Source: an optimization exercise on an open RTL-to-GDS flow (aim: small area). Production flows keep margins and buffers that such runs may drop.
Function was checked by simulation only, so behaviour that the tests miss may differ from the original.
Power and IR drop assume default switching activity.

## flow/config.mk

```make
export PLATFORM = sky130hd
export DESIGN_NAME = ppk_sfe
export DESIGN_NICKNAME = ppk_sfe
export VERILOG_FILES = /design/flow/design.v
export SDC_FILE = /design/flow/constraint.sdc
export NUM_CORES = 4
export LEC_CHECK = 0
export CAP_MARGIN = 20
export CORE_MARGIN = 2
export CORE_UTILIZATION = 40
export PLACE_DENSITY = 0.6
export SLEW_MARGIN = 20
```

## flow/design.v

```verilog
module ppk_sfe (
    input  wire        clk,
    input  wire        rst,           
    input  wire        cmd_valid,
    output wire        cmd_ready,
    input  wire [2:0]  cmd_op,
    input  wire        cmd_xvalid,
    input  wire [31:0] cmd_x,
    input  wire [31:0] cmd_word,
    output reg         ev_valid,
    output reg  [1:0]  ev_kind,       
    output wire [31:0] ev_cur,
    output wire [7:0]  ev_bits,
    output reg         done,
    output wire [13:0] res_raw_adc,
    output wire [2:0]  res_range,
    output wire [5:0]  res_counter,
    output wire [7:0]  res_digital,
    output wire [15:0] res_adc4,
    output wire [2:0]  res_rangec,
    output reg         res_yvalid,
    output wire [31:0] res_y,
    output wire [31:0] loss_count
);
    localparam [2:0] OP_DEC = 3'd0, OP_FLT = 3'd1, OP_TRK = 3'd2,
                     OP_SMP = 3'd3, OP_RSTL = 3'd4, OP_START = 3'd5;
    localparam [1:0] EV_SAMPLE = 2'd0, EV_PLACEHOLDER = 2'd1, EV_DIAG = 2'd2;
    localparam [3:0] S_IDLE  = 4'd0,  S_RSTW = 4'd1,  S_DISP = 4'd2,
                     S_FAST  = 4'd3,  S_SLOW = 4'd4,  S_YCPY = 4'd5,
                     S_TDEC  = 4'd6,  S_PUSH = 4'd7,  S_LADD = 4'd8,
                     S_LSAT  = 4'd9,  S_PH   = 4'd10, S_SCAN = 4'd11,
                     S_XFER  = 4'd12, S_FINAL = 4'd13;
    reg [4:0] ph;
    reg [3:0] st;
    reg       w2;                  
    wire      ph31 = (ph == 5'd31);
    wire      ph0  = (ph == 5'd0);
    wire      lo8  = (ph[4:3] == 2'd0);
    assign cmd_ready = (st == S_IDLE) && ph31;
    wire take = cmd_valid && cmd_ready;
    reg [2:0]  op;
    reg        xv;
    reg [13:0] w_adc;
    reg [2:0]  w_rng;
    reg [5:0]  w_ctr;
    reg [31:0] R;                  
    reg [7:0]  D;                  
    wire [2:0] rc = (w_rng > 3'd4) ? 3'd4 : w_rng;
    assign ev_cur      = R;
    assign res_y       = R;
    assign ev_bits     = D;
    assign res_digital = D;
    assign res_raw_adc = w_adc;
    assign res_range   = w_rng;
    assign res_counter = w_ctr;
    assign res_adc4    = {w_adc, 2'b00};
    assign res_rangec  = rc;
    reg        finit;
    reg [2:0]  prev_range;
    reg [1:0]  guard;              
    reg [31:0] fast, slow;
    reg        synced;
    reg [5:0]  E;                  
    reg [31:0] L;                  
    reg [2:0]  plen;
    reg [31:0] PC0, PC1, PC2, PC3, PC4;
    reg [7:0]  PB0, PB1, PB2, PB3, PB4;
    reg [5:0]  PT0, PT1, PT2, PT3, PT4;
    assign loss_count = L;
    reg [5:0]  K;                  
    reg [2:0]  j;                  
    reg [2:0]  k1;                 
    reg [2:0]  nem;                
    wire       changed = finit && (prev_range != rc);
    wire       gact    = changed || (guard != 2'd0);
    wire       hold    = gact && (rc == 3'd4) && (changed || guard[1]);
    wire       y_slow  = (rc == 3'd4);
    wire [1:0] guard_n = changed ? 2'd2 : (gact ? guard - 2'd1 : guard);
    wire ema_on = (st == S_FAST) || (st == S_SLOW);
    wire isfast = (st == S_FAST);
    wire act    = ema_on && (!w2 || ph < 5'd14);            
    wire wrwin  = ema_on && (w2 ? (ph < 5'd14) : (ph >= 5'd14));  
    wire t13    = ema_on && !w2 && (ph == 5'd13);
    reg  xs, ps;                   
    reg  cd, c3, c1, c2, cv, cf;
    reg  dd;
    reg  [10:1] el;
    wire p0  = isfast ? fast[0]  : slow[0];
    wire p18 = isfast ? fast[18] : slow[18];
    wire xb  = w2 ? xs : R[0];
    wire pb  = w2 ? ps : p0;
    wire dsum = xb ^ ~pb ^ cd;
    wire d    = act & dsum;
    wire d2   = isfast & dd;
    wire e    = d ^ d2 ^ c3;
    wire s1   = e ^ el[3] ^ c1;
    wire s2   = s1 ^ el[5] ^ c2;
    wire V    = el[10] ^ ~s2 ^ cv;
    wire rf   = p18 ^ V ^ cf;
    wire res  = finit ? rf : R[18];
    always @(posedge clk) begin
        cd <= act ? ((xb & ~pb) | (xb & cd) | (~pb & cd)) : 1'b1;
        c3 <= act ? ((d & d2) | (d & c3) | (d2 & c3)) : 1'b0;
        c1 <= act ? ((e & el[3]) | (e & c1) | (el[3] & c1)) : 1'b0;
        c2 <= act ? ((s1 & el[5]) | (s1 & c2) | (el[5] & c2)) : 1'b0;
        cv <= act ? ((el[10] & ~s2) | (el[10] & cv) | (~s2 & cv)) : 1'b1;
        cf <= t13 ? V : ((p18 & V) | (p18 & cf) | (V & cf));
        dd <= d;
        el <= {el[9:1], e};
        if (!w2) begin
            xs <= R[0];
            ps <= p0;
        end
    end
    wire [5:0] missing = w_ctr - E;
    wire       c_eq    = (missing == 6'd0);
    reg  lc, old_lt, new_lt;
    wire mbit  = (ph < 5'd6) && missing[ph[2:0]];
    wire lcin  = ph0 ? 1'b0 : lc;
    wire lsum  = L[0] ^ mbit ^ lcin;
    wire lco   = (L[0] & mbit) | (L[0] & lcin) | (mbit & lcin);
    wire kbit  = (ph < 5'd9) && (9'b111110100 >> ph[3:0]) & 1'b1;
    wire olt_i = ph0 ? 1'b0 : old_lt;
    wire nlt_i = ph0 ? 1'b0 : new_lt;
    wire diag  = old_lt && !new_lt;
    reg [5:0] pt_j;
    always @* begin
        case (j)
        3'd0: pt_j = PT0;
        3'd1: pt_j = PT1;
        3'd2: pt_j = PT2;
        3'd3: pt_j = PT3;
        default: pt_j = PT4;
        endcase
    end
    wire hit   = (j < plen) && (pt_j == K);
    wire first = (nem == 3'd0);
    wire [2:0] src = (st == S_FINAL) ? k1 : j;
    reg pc_src, pb_src;
    always @* begin
        case (src)
        3'd0: begin pc_src = PC0[0]; pb_src = PB0[0]; end
        3'd1: begin pc_src = PC1[0]; pb_src = PB1[0]; end
        3'd2: begin pc_src = PC2[0]; pb_src = PB2[0]; end
        3'd3: begin pc_src = PC3[0]; pb_src = PB3[0]; end
        default: begin pc_src = PC4[0]; pb_src = PB4[0]; end
        endcase
    end
    wire xfer = (st == S_XFER) || (st == S_FINAL);
    wire r_top = (st == S_YCPY) ? (y_slow ? slow[0] : fast[0]) :
                 xfer           ? pc_src : R[0];
    wire d_top = (xfer && lo8) ? pb_src : D[0];
    always @(posedge clk) begin
        if (take) begin
            R <= cmd_x;
            D <= cmd_word[31:24];
        end else begin
            R <= {r_top, R[31:1]};
            D <= {d_top, D[7:1]};
        end
    end
    wire fast_wr = (st == S_FAST) && wrwin;
    wire slow_wr = (st == S_SLOW) && wrwin;
    always @(posedge clk) begin
        fast <= {fast[0], fast[31:19], fast_wr ? res : fast[18], fast[17:1]};
        slow <= {slow[0], slow[31:19], slow_wr ? res : slow[18], slow[17:1]};
    end
    reg l_top;
    always @* begin
        case (st)
        S_RSTW, S_DISP: l_top = (st == S_RSTW) || (op == OP_RSTL) || (op == OP_START) ? 1'b0 : L[0];
        S_LADD:         l_top = lsum;
        S_LSAT:         l_top = 1'b1;
        default:        l_top = L[0];
        endcase
    end
    always @(posedge clk) L <= {l_top, L[31:1]};
    wire swap = (st == S_XFER) && first;
    wire [4:0] pwr;
    assign pwr[0] = ((st == S_PUSH) && plen == 3'd0) || (swap && j == 3'd0);
    assign pwr[1] = ((st == S_PUSH) && plen == 3'd1) || (swap && j == 3'd1);
    assign pwr[2] = ((st == S_PUSH) && plen == 3'd2) || (swap && j == 3'd2);
    assign pwr[3] = ((st == S_PUSH) && plen == 3'd3) || (swap && j == 3'd3);
    assign pwr[4] = ((st == S_PUSH) && plen == 3'd4) || (swap && j == 3'd4);
    always @(posedge clk) begin
        PC0 <= {pwr[0] ? R[0] : PC0[0], PC0[31:1]};
        PC1 <= {pwr[1] ? R[0] : PC1[0], PC1[31:1]};
        PC2 <= {pwr[2] ? R[0] : PC2[0], PC2[31:1]};
        PC3 <= {pwr[3] ? R[0] : PC3[0], PC3[31:1]};
        PC4 <= {pwr[4] ? R[0] : PC4[0], PC4[31:1]};
        PB0 <= {(pwr[0] && lo8) ? D[0] : PB0[0], PB0[7:1]};
        PB1 <= {(pwr[1] && lo8) ? D[0] : PB1[0], PB1[7:1]};
        PB2 <= {(pwr[2] && lo8) ? D[0] : PB2[0], PB2[7:1]};
        PB3 <= {(pwr[3] && lo8) ? D[0] : PB3[0], PB3[7:1]};
        PB4 <= {(pwr[4] && lo8) ? D[0] : PB4[0], PB4[7:1]};
    end
    wire filt = ((op == OP_FLT) || (op == OP_SMP)) && xv;
    always @(posedge clk) begin
        ev_valid <= 1'b0;
        done     <= 1'b0;
        ph       <= ph + 5'd1;
        if (st == S_LADD) begin
            lc     <= lco;
            old_lt <= L[0] ? (kbit & olt_i) : (kbit | olt_i);
            new_lt <= lsum ? (kbit & nlt_i) : (kbit | nlt_i);
        end
        if (take) begin
            op    <= cmd_op;
            xv    <= cmd_xvalid;
            w_adc <= cmd_word[13:0];
            w_rng <= cmd_word[16:14];
            w_ctr <= cmd_word[23:18];
        end
        if (rst) begin
            st     <= S_RSTW;
            ph     <= 5'd0;
            finit  <= 1'b0;
            guard  <= 2'd0;
            synced <= 1'b0;
            plen   <= 3'd0;
        end else begin
            case (st)
            S_IDLE: begin
                if (take) st <= S_DISP;
            end
            S_RSTW: begin
                if (ph31) st <= S_IDLE;
            end
            S_DISP: begin
                if (ph31) begin
                    res_yvalid <= filt;
                    w2         <= 1'b0;
                    st         <= S_IDLE;
                    case (op)
                    OP_FLT, OP_TRK, OP_SMP: begin
                        if (!xv) begin
                            if (op != OP_FLT) begin
                                ev_valid <= 1'b1;
                                ev_kind  <= EV_PLACEHOLDER;
                            end
                            done <= 1'b1;
                        end else if (op == OP_TRK) begin
                            st <= S_TDEC;
                        end else if (hold) begin
                            st <= S_YCPY;
                        end else begin
                            st <= S_FAST;
                        end
                    end
                    OP_RSTL: begin
                        synced <= 1'b0;
                        plen   <= 3'd0;
                        done   <= 1'b1;
                    end
                    OP_START: begin
                        synced <= 1'b0;
                        plen   <= 3'd0;
                        finit  <= 1'b0;
                        guard  <= 2'd0;
                        done   <= 1'b1;
                    end
                    default: done <= 1'b1;
                    endcase
                end
            end
            S_FAST, S_SLOW: begin
                if (ph31) begin
                    w2 <= !w2;
                    if (w2) begin
                        if (st == S_FAST) begin
                            st <= S_SLOW;
                        end else if (gact) begin
                            st <= S_YCPY;
                        end else begin
                            finit      <= 1'b1;
                            prev_range <= rc;
                            guard      <= guard_n;
                            if (op == OP_FLT) begin
                                done <= 1'b1;
                                st   <= S_IDLE;
                            end else begin
                                st <= S_TDEC;
                            end
                        end
                    end
                end
            end
            S_YCPY: begin
                if (ph31) begin
                    finit      <= 1'b1;
                    prev_range <= rc;
                    guard      <= guard_n;
                    if (op == OP_FLT) begin
                        done <= 1'b1;
                        st   <= S_IDLE;
                    end else begin
                        st <= S_TDEC;
                    end
                end
            end
            S_TDEC: begin
                if (ph31) begin
                    if (!synced || (c_eq && plen == 3'd0)) begin
                        synced   <= 1'b1;
                        E        <= w_ctr + 6'd1;
                        ev_valid <= 1'b1;
                        ev_kind  <= EV_SAMPLE;
                        done     <= 1'b1;
                        st       <= S_IDLE;
                    end else if (c_eq) begin
                        j   <= 3'd0;
                        nem <= 3'd0;
                        st  <= S_SCAN;
                    end else if (plen != 3'd5) begin
                        st <= S_PUSH;
                    end else begin
                        st <= S_LADD;
                    end
                end
            end
            S_PUSH: begin
                if (ph31) begin
                    case (plen)
                    3'd0: PT0 <= w_ctr;
                    3'd1: PT1 <= w_ctr;
                    3'd2: PT2 <= w_ctr;
                    3'd3: PT3 <= w_ctr;
                    default: PT4 <= w_ctr;
                    endcase
                    if (plen == 3'd0) K <= E;
                    plen <= plen + 3'd1;
                    E    <= E + 6'd1;
                    done <= 1'b1;
                    st   <= S_IDLE;
                end
            end
            S_LADD: begin
                if (ph31) st <= lco ? S_LSAT : S_PH;
            end
            S_LSAT: begin
                if (ph31) st <= S_PH;
            end
            S_PH: begin
                if (diag) begin
                    ev_valid <= 1'b1;
                    ev_kind  <= EV_DIAG;
                    old_lt   <= 1'b0;
                end else if (!c_eq) begin
                    ev_valid <= 1'b1;
                    ev_kind  <= EV_PLACEHOLDER;
                    E        <= E + 6'd1;
                end else if (ph31) begin
                    ev_valid <= 1'b1;
                    ev_kind  <= EV_SAMPLE;
                    done     <= 1'b1;
                    E        <= E + 6'd1;
                    plen     <= 3'd0;
                    st       <= S_IDLE;
                end
            end
            S_SCAN: begin
                if (nem == plen) begin
                    if (ph31) st <= S_FINAL;
                end else if (hit) begin
                    if (ph31) st <= S_XFER;
                end else begin
                    if (j == 3'd4) begin
                        j <= 3'd0;
                        K <= K + 6'd1;
                    end else begin
                        j <= j + 3'd1;
                    end
                end
            end
            S_XFER: begin
                if (ph31) begin
                    if (first) k1 <= j;
                    nem      <= nem + 3'd1;
                    ev_valid <= 1'b1;
                    ev_kind  <= EV_SAMPLE;
                    if (j == 3'd4) begin
                        j <= 3'd0;
                        K <= K + 6'd1;
                    end else begin
                        j <= j + 3'd1;
                    end
                    st <= S_SCAN;
                end
            end
            S_FINAL: begin
                if (ph31) begin
                    ev_valid <= 1'b1;
                    ev_kind  <= EV_SAMPLE;
                    done     <= 1'b1;
                    E        <= E + 6'd1;
                    plen     <= 3'd0;
                    st       <= S_IDLE;
                end
            end
            default: st <= S_IDLE;
            endcase
        end
    end
endmodule
```

## flow/run.sh

```bash
#!/bin/bash
# synth_recipe.tcl (not shown) runs the flow's synth.tcl, then flattens the netlist and writes it again
# the make line also repeats each setting of config.mk as NAME=value (left out here)
make -C /OpenROAD-flow-scripts/flow DESIGN_CONFIG=/design/flow/config.mk WORK_HOME=/design/flow/orfs CLKGATE_MAP_FILE= SYNTH_SCRIPT=/design/flow/synth_recipe.tcl finish
```

## flow/constraint.sdc

```tcl
create_clock -name core_clock -period 11.0 [get_ports {clk}]
set_input_delay 2.2000 -clock core_clock [delete_from_list [all_inputs] [get_ports {clk}]]
set_output_delay 2.2000 -clock core_clock [all_outputs]
set_load 0.01 [all_outputs]
```

==> run summary <==
-- worst max-delay path: stages, from the launching register on --
cell and delay, ns:
dfxtp_1 0.74, nand2b_1 0.31, nor2_1 0.37, mux2i_1 0.12, o21ai_0 0.20, inv_1 0.09
fa_1 0.49, and2_1 0.15, fa_1 0.46, fa_1 0.49, inv_1 0.05, fa_1 0.45
fa_1 0.49, inv_1 0.06, fa_1 0.51, a21oi_1 0.07, mux2_2 0.27
-- layout make-up --
type / instances / share of cell area, %
flip-flops and latches: 461 / 54.8
well taps: 461 / 3.13
clock inverters: 20 / 1.32
repair buffers: 235 / 12.7
clock buffers: 63 / 7.08
multi-input cells: 587 / 20.3
inverters: 35 / 0.713
-- through the flow --
step	total power, uW	hold WS, ns	cell area [um2]
floorplan	1790	0.310	14600
global placement	1820	0.310	16900
detailed placement	1820	0.312	16900
CTS	3400	0.317	18400
global route	3470	0.318	18400
finish	3350	0.316	18400
-- layer usage --
| metal | vias to the layer above | track usage, % | routed length [um] |
|---|---|---|---|
| met5 | - | 0 | 0 |
| met4 | 0 | 4.72 | 618 |
| met3 | 48 | 3.68 | 1970 |
| met2 | 298 | 24.8 | 13400 |
| met1 | 4219 | 21.2 | 13700 |
| li1 | 4327 | - | - |
-- power by group through the flow --
stage	sequential [uW]	clock, uW	combinational, uW
2_1_floorplan	1760	0	36.3
3_3_place_gp	1760	0	65.0
3_5_place_dp	1760	0	65.3
4_1_cts	1720	1610	65.8
5_1_grt	1720	1680	71.9
6_report	1720	1560	66.4
-- logic make-up after synthesis --
family	count (synthesis)	synth area share, %
buf+inv	128	5.03
other cells	1	0.0257
xor+xnor	23	1.38
flops	461	69.3
compound gates	154	7.35
mux	36	2.77
fa+ha+maj	36	3.50
simple gates	336	10.6
-- flip-flops by register name, summed over array words and instances (netlist names), 8 cells and up --
signal,cells
PC0,32
PC2,32
PC1,32
PB2,8
slow,32
PB4,8
w_adc,14
PB3,8
PC3,32
R,32
D,8
fast,32
L,32
PC4,32
PB1,8
el,10
PB0,8
-- worst paths after layout --
path	startpoint	slack, ns	to	cells after the start
setup reg to reg	st[1]$_SDFFE_PP0P_	5.57	slow[17]$_DFF_P_	16
hold / removal	el[8]$_DFF_P_	0.32	el[9]$_DFF_P_	0
hold reg to reg	el[8]$_DFF_P_	0.32	el[9]$_DFF_P_	0
setup / recovery	st[1]$_SDFFE_PP0P_	5.57	slow[17]$_DFF_P_	16
-- placed cells by master, fill, tap and decap left out, types with 5 or more instances in the layout --
| master | instances |
|---|---|
| nand2_1 | 166 |
| a22oi_1 | 6 |
| dfxtp_1 | 374 |
| a21oi_1 | 37 |
| fa_1 | 8 |
| nand4_1 | 6 |
| nor3_1 | 17 |
| and3_1 | 6 |
| or3_1 | 5 |
| nor2b_1 | 17 |
| a222oi_1 | 6 |
| inv_1 | 34 |
| o21ai_0 | 32 |
| buf_4 | 8 |
| mux2_2 | 14 |
| and2_1 | 6 |
| nor2_1 | 64 |
| clkbuf_8 | 11 |
| xor2_1 | 11 |
| xnor2_1 | 12 |
| nand3_1 | 16 |
| nor3b_1 | 7 |
| clkbuf_1 | 6 |
| clkdlybuf4s50_1 | 227 |
| ha_1 | 28 |
| clkinv_2 | 7 |
| o21a_1 | 6 |
| a21o_1 | 5 |
| mux2i_1 | 20 |
| o211ai_1 | 5 |
| clkbuf_16 | 45 |
| a211oi_1 | 5 |
| nand2b_1 | 8 |
| o22ai_1 | 6 |
| edfxtp_1 | 87 |
| nand3b_1 | 5 |
==> impl_results.md <==
* Via-per-instance ratio at about 4.8
* Number of synthesized flops with an enable pin at 87
* First-pass GRT wire length at 47500 um
* Pin count of the biggest net entering global routing at 52
* Hold-fix buffers, CTS at 0
* Unrepaired setup endpoints after global routing: no
* Worst hold path class: flip-flop to flip-flop
* Aggregate global routing overflow at 0
* Cells after synthesis at ~1.2k
* Post-synth ARST share at 0%
* Nets at 1472
* WL final at about 30000 um
* FMAX at about 180 MHz
* Final setup TNS at 0 ns
* CORE AREA at ~36000 um2
* TritonRoute pass-1 iters at 5
* DRC Markers at 0
* DIE HEIGHT at 195 um
* Placer Congestion at 0.826
* Net Sw Power at roughly 700 uW
* Worst Setup End Kind: flip-flop
* CTS Buffer Depth at 3
* Die footprint at 38000 um2
* Core Util, Final at approximately half
* Post-CTS Setup Inserts at 0
* Largest fanout on the critical path at 21
* Maximum VDD drop at a little over 0.0001 V
* Clock share of power at 46.6%
* Vias after detailed routing at slightly below 9k
* Placed cell count at around 1.8k
* Final min period at 5.43 ns
* Sequential Power Share at 51.4%
* HPWL after DPL at 20100 um
* Synth area leaders: dfxtp_1 51%, edfxtp_1 18%, nand2_1 4.3%, buf_4 2.9%, ha_1 2.4%
* Multi-input gate area at 3740 um2
* DP Worst Slack at 5.60 ns
* Synth Register Bits at 461
* Slew margin rel. at 33.3%
* Root buffer cell: clkbuf_16
* Tcrit/Tclk final at 49.4%
* Kind of critical path: flip-flop to flip-flop
* Final setup margin at 5.57 ns
* Antenna cells at 0
* Die W at 195 um
* Synth unique cells at 74
* Vias in the first global route at 9052
* # resized after CTS at 0
* Initial antenna violation count at 0
* Clock sink count at roughly 460
* CP Launch Type: flip-flop
* Worst skew pair latency at approximately 0.57 ns
* Worst-Margin Slew at 0.999 ns
* Internal power component at 2670 uW
* Hold Vio Cnt, Final at 0
* Post-synthesis sequential area ratio at between 60 and 70%
* Layout cells sized above 1 at between 8 and 9%
* Data required, critical path at 11.45 ns
* Switching Fraction at 20.4%
* Clk slew on worst S/H paths at 0.06 ns
* DRT antenna net count at 0
* Power per cell area at 182 nW/um2
* TritonCTS clock tree: done
* Total Routing Usage GR at approximately 16%
* Syn. warnings at 1
* Clock skew at 0.0240 ns
* Top post-synthesis cells by count: 374 x dfxtp_1, 166 x nand2_1, 87 x edfxtp_1
* Leakage at 0.00712 uW
* I/O pins at 231
* Syn-to-layout area delta at 26.5%
* Fillcell total at 3174
* Post-synth top area share at 51.4%
* Ys flop type: dfxtp_1
* Count leader, synth: dfxtp_1
* CTS H-tree depth at 2
* Initial Util at approximately 41%
* Final Setup Violations at 0
* Slew Limit Fails at 0
* # rows at 69
* Register area at roughly 10000 um2
* Post-synthesis average cell area at 12.4 um2
* Status: timing/DRC/antenna clean
* CTS Buf Count at 45
* Maxcap violations at 0
* Post-Synthesis Cell Area at 14600 um2
* Input/output buffers at 227
* Initial DRC count at 538
* CP arrival at between 5 and 6 ns
* Logic pwr share at 2.0%
* Leading area contributor after synthesis: dfxtp_1
* DR WL/cell at 16.0 um
* Non-filler cells, final at 1862

==> what the ideal ports hide <==
No port has a modelled driver above. Below, the same layout with a new extraction and two added sets of constraints.
Step 1 (the two cells are an assumption about what drives the block):
set clk [get_ports {clk}]
set_driving_cell -lib_cell sky130_fd_sc_hd__clkbuf_16 $clk
set_driving_cell -lib_cell sky130_fd_sc_hd__buf_2 [delete_from_list [all_inputs] $clk]
Step 2 moves the port delays by t, midway between the first and last clock arrival at a register: inputs arrive t later, outputs are due t later. That takes back most of the time a late clock gives input paths.
Slacks: no drivers / after step 1 / after step 2; pairs: no drivers / after step 1.
t (ns): 0.605
slack for setup (ns): 5.565 / 5.565 / 5.565
hold slack, ns: 0.316 / 0.316 / 0.316
worst setup path after step 2: register to register
After both steps setup and hold are still met in this run. The setup slack of this run moves by 0.000 ns with the drivers and by 0.000 ns with both steps.
